From an optimization exercise on the open Yosys and OpenROAD flow, aimed at small area; shortcuts taken in it are not production practice. The RTL was checked by simulation tests, not by an equivalence proof against the original design. Power figures rest on the tool's default switching activity, not on a simulated workload.

== old ==
==> flow/design.v <==
module qdec_pos (
  input  wire        clk,
  input  wire        clr,         
  input  wire        inc,         
  input  wire        dec,         
  input  wire        add,         
  input  wire [1:0]  k,           
  input  wire [7:0]  l,           
  input  wire        neg,         
  input  wire        ovf,         
  output wire [2:0]  lcout,       
  output wire [31:0] pos
);
  reg [31:0] npos;     
  assign pos = ~npos;
  reg [4:0]  c;        
  reg [3:0]  isk, fill;
  reg [31:0] a, s;
  reg [8:0]  rc;       
  reg [3:0]  lco;      
  integer j, b, i;
  always @(*) begin
    c[0] = inc;
    for (j = 0; j < 4; j = j + 1) begin
      isk[j]  = add && (k == j);
      fill[j] = (add && (k < j)) ? neg : dec;
      c[j+1]  = isk[j] ? ovf :
                fill[j] ? (c[j] | (|pos[8*j +: 8])) : (c[j] & (&pos[8*j +: 8]));
    end
    for (j = 0; j < 4; j = j + 1) begin
      rc[0] = c[j];
      for (b = 0; b < 8; b = b + 1) begin
        i = 8*j + b;
        a[i]    = isk[j] ? l[b] : fill[j];
        s[i]    = pos[i] ^ a[i] ^ rc[b];
        rc[b+1] = (pos[i] & a[i]) | (pos[i] & rc[b]) | (a[i] & rc[b]);
      end
      lco[j] = rc[8];
    end
  end
  assign lcout = lco[2:0];
  always @(posedge clk)
    npos <= clr ? 32'hffffffff : ~s;
endmodule
module qdec (
  input  wire        clk,
  input  wire        rst,
  input  wire [7:0]  cfg_pin_a1,
  input  wire [7:0]  cfg_pin_b1,
  input  wire [7:0]  cfg_pin_a2,
  input  wire [7:0]  cfg_pin_b2,
  input  wire        pin_a1,
  input  wire        pin_b1,
  input  wire        pin_a2,
  input  wire        pin_b2,
  input  wire        ev_valid,
  input  wire [15:0] ev_word,
  input  wire        host_valid,
  input  wire [7:0]  host_byte,
  output reg         rsp_valid,
  output reg  [31:0] rsp_data,
  output wire        irq_en,
  output wire        act_rpt
);
  reg        int_en;
  reg        rpt;
  reg  [1:0] rs;         
  reg        busy;       
  reg  [1:0] lane;       
  reg        arg_ch;     
  reg        pend;       
  reg        la1, lb1, la2, lb2;
  wire [7:0] gpio = ev_word[7:0];
  wire own1 = (gpio == cfg_pin_a1) || (gpio == cfg_pin_b1);
  wire own2 = (gpio == cfg_pin_a2) || (gpio == cfg_pin_b2);
  wire upd1 = ev_valid && int_en && own1;
  wire upd2 = ev_valid && int_en && !own1 && own2;
  wire ca1 = pin_a1 ^ la1, cb1 = pin_b1 ^ lb1, x1 = pin_a1 ^ pin_b1;
  wire ca2 = pin_a2 ^ la2, cb2 = pin_b2 ^ lb2, x2 = pin_a2 ^ pin_b2;
  wire inc1 = upd1 && (ca1 ? x1 : (cb1 && !x1));
  wire dec1 = upd1 && (ca1 ? !x1 : (cb1 && x1));
  wire inc2 = upd2 && (ca2 ? x2 : (cb2 && !x2));
  wire dec2 = upd2 && (ca2 ? !x2 : (cb2 && x2));
  wire opc_vld   = host_valid && !busy;
  wire is_rdpos  = opc_vld && (host_byte[7:1] == 7'b0001000);
  wire is_rstpos = opc_vld && (host_byte[7:1] == 7'b0010000);
  wire is_addpos = opc_vld && (host_byte[7:1] == 7'b0011000);
  wire is_tglirq = opc_vld && (host_byte == 8'h40);
  wire is_tglrpt = opc_vld && (host_byte == 8'h50);
  wire operand   = host_valid && busy;
  wire       deca = arg_ch ? dec2 : dec1;
  wire       up   = pend & !deca;
  wire       dn   = deca & !pend;
  reg  [8:0] t;           
  reg  [7:0] lv;
  integer m;
  always @(*) begin
    t[0] = up | dn;
    for (m = 0; m < 8; m = m + 1) begin
      lv[m]   = host_byte[m] ^ t[m];
      t[m+1]  = t[m] & (host_byte[m] ^ dn);
    end
  end
  wire       neg  = t[8] & dn;
  wire       ovf  = t[8] & up;
  wire [31:0] pos1, pos2;
  wire [2:0]  lc1, lc2;
  qdec_pos u_p1 (
    .clk(clk), .clr(rst || (is_rstpos && !host_byte[0])),
    .inc(inc1), .dec(dec1), .add(operand && !arg_ch), .k(lane), .l(lv), .neg(neg), .ovf(ovf),
    .lcout(lc1), .pos(pos1)
  );
  qdec_pos u_p2 (
    .clk(clk), .clr(rst || (is_rstpos && host_byte[0])),
    .inc(inc2), .dec(dec2), .add(operand && arg_ch), .k(lane), .l(lv), .neg(neg), .ovf(ovf),
    .lcout(lc2), .pos(pos2)
  );
  wire [2:0] lc = arg_ch ? lc2 : lc1;
  wire       lcarry = lc[lane];      
  always @(posedge clk) begin
    if (rst) begin
      busy <= 1'b0;
    end else if (operand) begin
      lane <= lane + 2'd1;
      pend <= lcarry;
      if (lane == 2'd3) busy <= 1'b0;
    end else if (is_addpos) begin
      busy   <= 1'b1;
      lane   <= 2'd0;
      pend   <= 1'b0;
      arg_ch <= host_byte[0];
    end
  end
  always @(posedge clk) begin
    if (rst) begin
      la1 <= 1'b0; lb1 <= 1'b0; la2 <= 1'b0; lb2 <= 1'b0;
    end else begin
      if (upd1) begin la1 <= pin_a1; lb1 <= pin_b1; end
      if (upd2) begin la2 <= pin_a2; lb2 <= pin_b2; end
    end
  end
  always @(posedge clk) begin
    if (rst) begin
      int_en <= 1'b0;
      rpt    <= 1'b0;
      rs     <= 2'b00;
    end else begin
      rs[0] <= (is_rdpos && !host_byte[0]) || is_tglirq;
      rs[1] <= (is_rdpos &&  host_byte[0]) || is_tglirq;
      if (is_tglirq) int_en <= !int_en;
      if (is_tglrpt) rpt    <= !rpt;
    end
  end
  wire sel1 = rs[0] && !rs[1];
  wire sel2 = rs[1] && !rs[0];
  always @(*) begin
    rsp_valid = rs[0] || rs[1];
    rsp_data  = ({32{sel1}} & pos1) | ({32{sel2}} & pos2);
    rsp_data[0] = rsp_data[0] | (rs[0] && rs[1] && int_en);
  end
  assign irq_en  = int_en;
  assign act_rpt = rpt;
endmodule
==> flow/config.mk <==
export PLATFORM = sky130hd
export DESIGN_NAME = qdec
export DESIGN_NICKNAME = qdec
export VERILOG_FILES = /design/flow/design.v
export SDC_FILE = /design/flow/constraint.sdc
export NUM_CORES = 4
export LEC_CHECK = 0
export CAP_MARGIN = 20
export CORE_MARGIN = 2
export CORE_UTILIZATION = 40
export CTS_BUF_LIST = sky130_fd_sc_hd__clkbuf_8
export GPL_TIMING_DRIVEN = 0
export PLACE_DENSITY = 0.6
export SLEW_MARGIN = 20
==> flow/constraint.sdc <==
create_clock -name core_clock -period 10.0 [get_ports {clk}]
set_input_delay 2.0000 -clock core_clock [delete_from_list [all_inputs] [get_ports {clk}]]
set_output_delay 2.0000 -clock core_clock [all_outputs]
set_load 0.01 [all_outputs]
standard.sh (not shown) runs the stock make flow with config.mk's settings and CLKGATE_MAP_FILE= SYNTH_SCRIPT=/design/flow/synth_recipe.tcl, a recipe that flattens the netlist after the stock synthesis.
==> flow/flow/run.sh <==
#!/bin/bash
# The standard layout, with the port buffers made from the smallest buffer
# (sky130_fd_sc_hd__buf_1) instead of the delay buffer buffer_ports picks.
set -euo pipefail
export BUFFER_PORTS_ARGS="-buffer_cell sky130_fd_sc_hd__buf_1"
bash standard.sh > standard.log 2>&1
old finished all stages; the layout is clean.
diff inputs: old => new
==> flow/flow/run.sh <==
#!/bin/bash
# The standard layout, with the port buffers made from the smallest buffer
# (sky130_fd_sc_hd__buf_1) instead of the delay buffer buffer_ports picks,
# and a clock tree without dummy loads.
set -euo pipefail
export BUFFER_PORTS_ARGS="-buffer_cell sky130_fd_sc_hd__buf_1"
export CTS_ARGS="-sink_clustering_enable -repair_clock_nets -dont_use_dummy_load -buf_list sky130_fd_sc_hd__clkbuf_8"
bash standard.sh > standard.log 2>&1
Results
As of new, via count had risen slightly compared to old.
Relative to old, new degrades final worst clock skew.
Against old, met3 wirelength from detailed routing in new fell slightly.
Sequential cell area share: new vs old — no meaningful difference
Compared new vs old, and clock buffer instance count of the final layout is down in new.
Total power: new below old
Overall routed net length across new and old: no real change.
Amount of wire on met2 after detailed routing came out lower on new than on old.
Summary of new over old: net count of the mapped netlist ~0 delta; fraction of area in multi-input gates increased 0.30 points.

## separate check: timing with driven ports
No port has a modelled driver above. Below, the same layouts with a new extraction and two added sets of constraints.
Step 1 assumes that a clkbuf_16 drives the clock port and a buf_2 every other input.
Step 2 times the ports against the registers' clock, not the clock port: input delays grow and output delays shrink by t, the midpoint of the rising clock arrivals with the driver on.
Three values: ideal ports, drivers, drivers and shift; two values: the first two.
run	t (ns)	setup slack, ns	worst setup path at the end
old	0.392	0.594 / 0.608 / 0.216	input to register
new	0.387	0.608 / 0.619 / 0.232	input to register
After both steps every run listed still meets setup and hold. For old, which loses most, drivers alone change the setup slack by +0.014 ns; drivers and shift together by -0.378 ns.
